This design comes from an exercise in tuning for small area, a short achievable clock period and few clock cycles per item on the open sky130 flow, not from production work.
Function was checked by simulation only, so behaviour that the tests miss may differ from the original.
Power figures rest on the tool's default switching activity, not on a simulated workload.

== JK ==
==> flow/design.v (excerpt) <==
module se05x_rx_check (
    input  wire        clk,
    input  wire        rst,             
    input  wire        in_valid,
    output wire        in_ready,
    input  wire [31:0] in_data,
    output reg         res_valid,
    output reg  [3:0]  res_status,      
    output reg  [1:0]  res_kind,        
    output reg  [7:0]  res_pcb,
    output reg  [7:0]  res_len,
    output wire [15:0] res_crc,         
    output wire        res_seq_mismatch,
    output wire        res_rx_seq,      
    output wire        res_wtx,         
    output wire [7:0]  res_wtx_mult
);
    localparam [7:0] NAD_C2H = 8'hA5;
    localparam [15:0] RESIDUE = 16'hF0B8;   
    localparam [15:0] WTX_HDR = 16'hFE12;   
    localparam [3:0] ST_OK       = 4'd0;
    localparam [3:0] ST_BAD_CRC  = 4'd4;
    localparam [3:0] ST_BAD_PCB  = 4'd5;
    localparam [3:0] ST_BAD_ADDR = 4'd6;
    localparam [3:0] ST_RX_BUF   = 4'd7;
    localparam [1:0] K_I = 2'd0, K_R = 2'd1, K_S = 2'd2, K_BAD = 2'd3;
  ...
==> flow/config.mk <==
export PLATFORM = sky130hd
export DESIGN_NAME = se05x_rx_check
export DESIGN_NICKNAME = se05x_rx_check
export VERILOG_FILES = /design/flow/design.v
export SDC_FILE = /design/flow/constraint.sdc
export NUM_CORES = 4
export LEC_CHECK = 0
export CAP_MARGIN = 20
export CORE_MARGIN = 2
export CORE_UTILIZATION = 60
export CTS_BUF_LIST = sky130_fd_sc_hd__clkbuf_4 sky130_fd_sc_hd__clkbuf_8
export SETUP_SLACK_MARGIN = 1.75
export SLEW_MARGIN = 20
==> flow/constraint.sdc <==
create_clock -name core_clock -period 5.0 [get_ports {clk}]
set_input_delay 1.0000 -clock core_clock [delete_from_list [all_inputs] [get_ports {clk}]]
set_output_delay 1.0000 -clock core_clock [all_outputs]
set_load 0.01 [all_outputs]
standard.sh (not shown) runs the stock make flow with config.mk's settings and CLKGATE_MAP_FILE= SYNTH_SCRIPT=/design/flow/synth_recipe.tcl, a recipe that flattens the netlist after the stock synthesis.
==> flow/flow/run.sh <==
#!/bin/bash
# The standard layout (standard.sh) with two changes:
#  - synthesis is flow/my_synth.tcl: synth_recipe.tcl, but keeping the RTL's
#    XOR network as written (see the comment at its top);
#  - the port buffers are buf_2 cells instead of the default choice (a slow
#    delay buffer).
set -euo pipefail
here=$(pwd)
export BUFFER_PORTS_ARGS="-buffer_cell sky130_fd_sc_hd__buf_2"
sed "s#SYNTH_SCRIPT=[^ ]*#SYNTH_SCRIPT=$here/flow/my_synth.tcl#" standard.sh > my_standard.sh
grep -q "SYNTH_SCRIPT=$here/flow/my_synth.tcl" my_standard.sh
bash my_standard.sh > standard.log 2>&1
==> flow/flow/my_synth.tcl <==
# The standard flow's synthesis script (synth_recipe.tcl), except that the XOR network
# is kept as written: Yosys's own generic ABC pass is skipped (synth -noabc),
# and just before ABC's technology mapping the 2-input XOR/XNOR gates are
# mapped to the library's xor2/xnor2 cells (flow/xormap.v), so ABC maps
# only the rest. Registers are untouched by either change.
set ::my_flow_dir [file dirname [file normalize [info script]]]
proc synth {args} { yosys synth -nofsm -noshare -noabc {*}$args }
proc abc {args} {
  yosys techmap -map $::my_flow_dir/xormap.v
  yosys abc {*}$args
}
source $::env(SCRIPTS_DIR)/synth.tcl
# left out here: clear keep_hierarchy, flatten, clean up, hide names made inside functions, write 1_2_yosys.v
==> flow/flow/xormap.v <==
// Map Yosys's 2-input XOR/XNOR gates straight to the library's cells, so
// that ABC keeps the XOR network as the RTL writes it.
module \$_XOR_ (input A, input B, output Y);
  sky130_fd_sc_hd__xor2_1 _TECHMAP_REPLACE_ (.A(A), .B(B), .X(Y));
endmodule
module \$_XNOR_ (input A, input B, output Y);
  sky130_fd_sc_hd__xnor2_1 _TECHMAP_REPLACE_ (.A(A), .B(B), .Y(Y));
endmodule
The flow did not stop early for JK: all stages ran, and the layout cleared the timing, design-rule and antenna checks.
Testbench counts of JK, summed over its fixed seeds: cycles 37,512, frames 1,280.
#### Input delta (MS over JK)
--- a/flow/design.v
+++ b/flow/design.v
@@ -54,23 +54,26 @@
     endfunction
     wire [7:0] d0 = in_data[7:0],   d1 = in_data[15:8],
                d2 = in_data[23:16], d3 = in_data[31:24];
     reg [7:2]  rem;         
     reg        busy;
     reg        r_ge6, r5, r4, r3, r2, r1;
     reg [1:0]  tc;          
     reg [15:0] crcq;        
     reg        rx_seq;
-    reg        len_bad, hdr_bad, pcb_bad;
+    reg        len_bad, hdr_bad, any_bad, pcb_only, i_cand, wtx_cand;
     reg        lo_bad;      
     reg [3:0]  crc_bad;     
     wire len0   = (d2 == 8'h00);
     wire len255 = (d2 == 8'hFF);
+    wire nad_bad = (d0 != NAD_C2H);
+    wire [1:0] kind0 = pcb_kind(d1);
+    wire pcb_bad0 = (kind0 == K_BAD) || (kind0 == K_R) || (d1 == 8'hC3 && d2 != 8'd1);
     wire k3 = busy ? r5 : (len0 || len255);
     wire k2 = busy && r4;
     wire k1 = busy && r3;
     wire serial    = k3 || k2 || k1;
     wire last_byte = k1 || (k2 && tc == 2'd1) || (k3 && tc == 2'd2);
     assign in_ready = !serial || last_byte;
     wire take = in_valid && in_ready;
     wire last = r4 || r3 || r2 || r1;
     wire [15:0] c0 = busy ? ~crcq : 16'hFFFF;
@@ -246,22 +249,24 @@
                 crcq <= ~u;
             else if (busy ? r_ge6 : 1'b1)
                 crcq <= ~c4;
         end
         if (in_valid && last_byte && k3)
             lo_bad <= (~u[7:0] != d3);
         if (take && !busy) begin
             res_pcb <= d1;
             res_len <= d2;
-            len_bad <= len255;
-            hdr_bad <= len255 || (d0 != NAD_C2H);
-            pcb_bad <= (pcb_kind(d1) == K_BAD) || (pcb_kind(d1) == K_R) ||
-                       (d1 == 8'hC3 && d2 != 8'd1);
+            len_bad  <= len255;
+            hdr_bad  <= len255 || nad_bad;
+            any_bad  <= len255 || nad_bad || pcb_bad0;
+            pcb_only <= !len255 && !nad_bad && pcb_bad0;
+            i_cand   <= !len255 && !nad_bad && !pcb_bad0 && !d1[7];
+            wtx_cand <= !len255 && !nad_bad && d1 == 8'hC3 && d2 == 8'd1;
         end
         if (take && busy) begin
             crc_bad[0] <= k2 ? (~u[3:0] != d2[3:0]) :
                           k1 ? (~u[3:0] != d1[3:0]) :
                           r2 ? (c0[3:0] != ~d0[3:0]) :
                                lo_bad;
             crc_bad[1] <= k2 ? (~u[7:4] != d2[7:4]) :
                           k1 ? (~u[7:4] != d1[7:4]) :
                           r2 ? (c0[7:4] != ~d0[7:4]) :
@@ -274,23 +279,22 @@
                           k1 ? (~u[15:12] != d2[7:4]) :
                           r2 ? (c0[15:12] != ~d1[7:4]) :
                                (crcq[15:12] != d0[7:4]);
         end
     end
     assign res_crc = crcq;
     wire crc_any = (crc_bad != 4'h0);
     always @(*) begin
         res_kind   = pcb_kind(res_pcb);
-        res_status = {1'b0, hdr_bad || crc_any || pcb_bad, hdr_bad,
-                      len_bad || (!hdr_bad && !crc_any && pcb_bad)};
+        res_status = {1'b0, any_bad || crc_any, hdr_bad,
+                      len_bad || (pcb_only && !crc_any)};
     end
-    wire ok       = !(hdr_bad || crc_any || pcb_bad);
-    wire accept_i = ok && !res_pcb[7];                     
+    wire accept_i = i_cand && !crc_any;                    
     assign res_seq_mismatch = accept_i && (res_pcb[6] != rx_seq);
     assign res_rx_seq       = rx_seq ^ accept_i;
-    assign res_wtx          = ok && (res_pcb == 8'hC3);
+    assign res_wtx          = wtx_cand && !crc_any;
     wire [7:0] wh = ~res_crc[15:8];                  
     wire [7:0] wy = wh ^ (wh >> 5);
     wire [7:0] wx = wy ^ {wy[3:0], 4'h0};
     wire [7:0] mult = wx ^ WTX_HDR[7:0];
     assign res_wtx_mult     = res_wtx ? mult : 8'h00;
 endmodule
==> comparison <==
| cell area after synthesis | higher: MS |. The final cell count without fillers on MS is in line with that on JK. Number of synthesized flops with an enable pin, JK and MS: lower on JK. What JK reported for wire length on met3 has to be multiplied by 0.822 to get the figure for MS. MS vs JK on global-route usage: MS is the higher one. JK has lower routed wire length than MS. In terms of mean number of vias per cell, JK and MS differ only marginally. The final reports for MS and JK show synthesized-area fraction occupied by and/or/nand/nor cells higher in the former. From MS to JK, number of resized instances in the post-cts repair step did not move at all.
Testbench counts of MS, summed over its fixed seeds: cycles 37,512, frames 1,280.

* * *

v23:
se05x_rx_check with an RTL version that a note above also has.
For scale: roughly 630 cells after synthesis, about 86 I/O pins, about 0.0055 mm² of cells after synthesis.
==> flow/config.mk <==
export PLATFORM = sky130hd
export DESIGN_NAME = se05x_rx_check
export DESIGN_NICKNAME = se05x_rx_check
export VERILOG_FILES = /design/flow/design.v
export SDC_FILE = /design/flow/constraint.sdc
export NUM_CORES = 4
export LEC_CHECK = 0
export CAP_MARGIN = 20
export CORE_MARGIN = 2
export CORE_UTILIZATION = 60
export CTS_BUF_LIST = sky130_fd_sc_hd__clkbuf_4 sky130_fd_sc_hd__clkbuf_8
export SETUP_SLACK_MARGIN = 2.0
export SLEW_MARGIN = 20
==> flow/constraint.sdc <==
create_clock -name core_clock -period 5.0 [get_ports {clk}]
set_input_delay 1.0000 -clock core_clock [delete_from_list [all_inputs] [get_ports {clk}]]
set_output_delay 1.0000 -clock core_clock [all_outputs]
set_load 0.01 [all_outputs]
Scripts as last shown in full above: flow/flow/run.sh, flow/flow/my_synth.tcl, flow/flow/xormap.v
Testbench counts of v23, summed over its fixed seeds: cycles 37,512, frames 1,280.
Edits applied to the flow inputs when going from v23 to v29:
--- a/flow/design.v
+++ b/flow/design.v
@@ -51,32 +51,29 @@
             else
                 pcb_kind = K_BAD;
         end
     endfunction
     wire [7:0] d0 = in_data[7:0],   d1 = in_data[15:8],
                d2 = in_data[23:16], d3 = in_data[31:24];
     reg [7:2]  rem;         
     reg        busy;
     reg        r_ge6, r5, r4, r3, r2, r1;
     reg [1:0]  tc;          
     reg [15:0] crcq;        
     reg        rx_seq;
-    reg        len_bad, hdr_bad, any_bad, pcb_only, i_cand, wtx_cand;
+    reg        len_bad, hdr_bad, pcb_bad;
     reg        lo_bad;      
     reg [3:0]  crc_bad;     
     wire len0   = (d2 == 8'h00);
     wire len255 = (d2 == 8'hFF);
-    wire nad_bad = (d0 != NAD_C2H);
-    wire [1:0] kind0 = pcb_kind(d1);
-    wire pcb_bad0 = (kind0 == K_BAD) || (kind0 == K_R) || (d1 == 8'hC3 && d2 != 8'd1);
     wire k3 = busy ? r5 : (len0 || len255);
     wire k2 = busy && r4;
     wire k1 = busy && r3;
     wire serial    = k3 || k2 || k1;
     wire last_byte = k1 || (k2 && tc == 2'd1) || (k3 && tc == 2'd2);
     assign in_ready = !serial || last_byte;
     wire take = in_valid && in_ready;
     wire last = r4 || r3 || r2 || r1;
     wire [15:0] c0 = busy ? ~crcq : 16'hFFFF;
     wire [15:0] c4;
     wire t0, t1, t2, t3, t4, t5, t6, t7, t8, t9, t10, t11;
     wire t12, t13, t14, t15, n1, n2, n3, n4, n5, n6, n7, n8;
@@ -246,55 +243,54 @@
         r1    <= rem_n == 8'd1;
         if (in_valid) begin
             if (serial)
                 crcq <= ~u;
             else if (busy ? r_ge6 : 1'b1)
                 crcq <= ~c4;
         end
         if (in_valid && last_byte && k3)
             lo_bad <= (~u[7:0] != d3);
         if (take && !busy) begin
             res_pcb <= d1;
             res_len <= d2;
-            len_bad  <= len255;
-            hdr_bad  <= len255 || nad_bad;
-            any_bad  <= len255 || nad_bad || pcb_bad0;
-            pcb_only <= !len255 && !nad_bad && pcb_bad0;
-            i_cand   <= !len255 && !nad_bad && !pcb_bad0 && !d1[7];
-            wtx_cand <= !len255 && !nad_bad && d1 == 8'hC3 && d2 == 8'd1;
+            len_bad <= len255;
+            hdr_bad <= len255 || (d0 != NAD_C2H);
+            pcb_bad <= (pcb_kind(d1) == K_BAD) || (pcb_kind(d1) == K_R) ||
+                       (d1 == 8'hC3 && d2 != 8'd1);
         end
         if (take && busy) begin
             crc_bad[0] <= k2 ? (~u[3:0] != d2[3:0]) :
                           k1 ? (~u[3:0] != d1[3:0]) :
                           r2 ? (c0[3:0] != ~d0[3:0]) :
                                lo_bad;
             crc_bad[1] <= k2 ? (~u[7:4] != d2[7:4]) :
                           k1 ? (~u[7:4] != d1[7:4]) :
                           r2 ? (c0[7:4] != ~d0[7:4]) :
                                lo_bad;
             crc_bad[2] <= k2 ? (~u[11:8] != d3[3:0]) :
                           k1 ? (~u[11:8] != d2[3:0]) :
                           r2 ? (c0[11:8] != ~d1[3:0]) :
                                (crcq[11:8] != d0[3:0]);
             crc_bad[3] <= k2 ? (~u[15:12] != d3[7:4]) :
                           k1 ? (~u[15:12] != d2[7:4]) :
                           r2 ? (c0[15:12] != ~d1[7:4]) :
                                (crcq[15:12] != d0[7:4]);
         end
     end
     assign res_crc = crcq;
     wire crc_any = (crc_bad != 4'h0);
     always @(*) begin
         res_kind   = pcb_kind(res_pcb);
-        res_status = {1'b0, any_bad || crc_any, hdr_bad,
-                      len_bad || (pcb_only && !crc_any)};
+        res_status = {1'b0, hdr_bad || crc_any || pcb_bad, hdr_bad,
+                      len_bad || (!hdr_bad && !crc_any && pcb_bad)};
     end
-    wire accept_i = i_cand && !crc_any;                    
+    wire ok       = !(hdr_bad || crc_any || pcb_bad);
+    wire accept_i = ok && !res_pcb[7];                     
     assign res_seq_mismatch = accept_i && (res_pcb[6] != rx_seq);
     assign res_rx_seq       = rx_seq ^ accept_i;
-    assign res_wtx          = wtx_cand && !crc_any;
+    assign res_wtx          = ok && (res_pcb == 8'hC3);
     wire [7:0] wh = ~res_crc[15:8];                  
     wire [7:0] wy = wh ^ (wh >> 5);
     wire [7:0] wx = wy ^ {wy[3:0], 4'h0};
     wire [7:0] mult = wx ^ WTX_HDR[7:0];
     assign res_wtx_mult     = res_wtx ? mult : 8'h00;
 endmodule
Notes after the runs:
- v29 completed every stage of the flow, and the final layout passed the timing, design-rule and antenna checks.
- Comparing v29 and v23, the higher logic gate share of total power was measured on v23.
- Summary — via density per instance, v29 relative to v23: higher, by 0.93%.
- Against v23, combinational power in v29 fell by a little under 10%.
- Post-place instance area, v29 and v23: lower on v29
- On flip-flop and latch share of the layout cell area: v29 sits below v23.
- Between v29 and v23, the number of violations reported at the end of detailed-routing iteration 0 figures differ only marginally.
- Hold slack was lower in v23 than in v29.
- Between v29 and v23, it is v29 whose non-clock buffer count is lower, by 10.
- In the metrics for v29 and v23, the one carrying the lower utilization is v29.
- [compare] base=v23 new=v29: net switching component of the power shows a reduction of 140 µW; shortest period the worst path allows went up by 0.055 ns.
Testbench counts of v29, summed over its fixed seeds: cycles 37,512, frames 1,280.

## what the ideal ports hide
The flow's constraints put no driver on any port. The routed layouts listed below were extracted and timed again, unchanged, in two steps. Step 1 (the two cells are an assumption about what drives the block):
set clk [get_ports {clk}]
set_driving_cell -lib_cell sky130_fd_sc_hd__clkbuf_16 $clk
set_driving_cell -lib_cell sky130_fd_sc_hd__buf_2 [delete_from_list [all_inputs] $clk]
Step 2 adds t to the input delays and takes it off the output delays; t is the mean of the earliest and latest rising clock arrival at the registers after step 1. Input paths then give back, and output paths get back, about the clock's delay inside the block. Slacks: ideal / step 1 / step 2; pairs: ideal / step 1.
| run | t (ns) | setup WS [ns] | worst data-port slew with drivers (ns) |
|---|---|---|---|
| JK | 0.381 | 1.744 / 1.708 / 1.485 | 0.05 |
| MS | 0.379 | 1.794 / 1.776 / 1.503 | 0.04 |
| v23 | 0.380 | 1.841 / 1.849 / 1.469 | 0.07 |
| v29 | 0.382 | 1.786 / 1.751 / 1.589 | 0.04 |
After both steps setup and hold are still met in every run listed. For v23, which loses most, drivers alone change the setup slack by +0.008 ns; drivers and shift together by -0.372 ns.
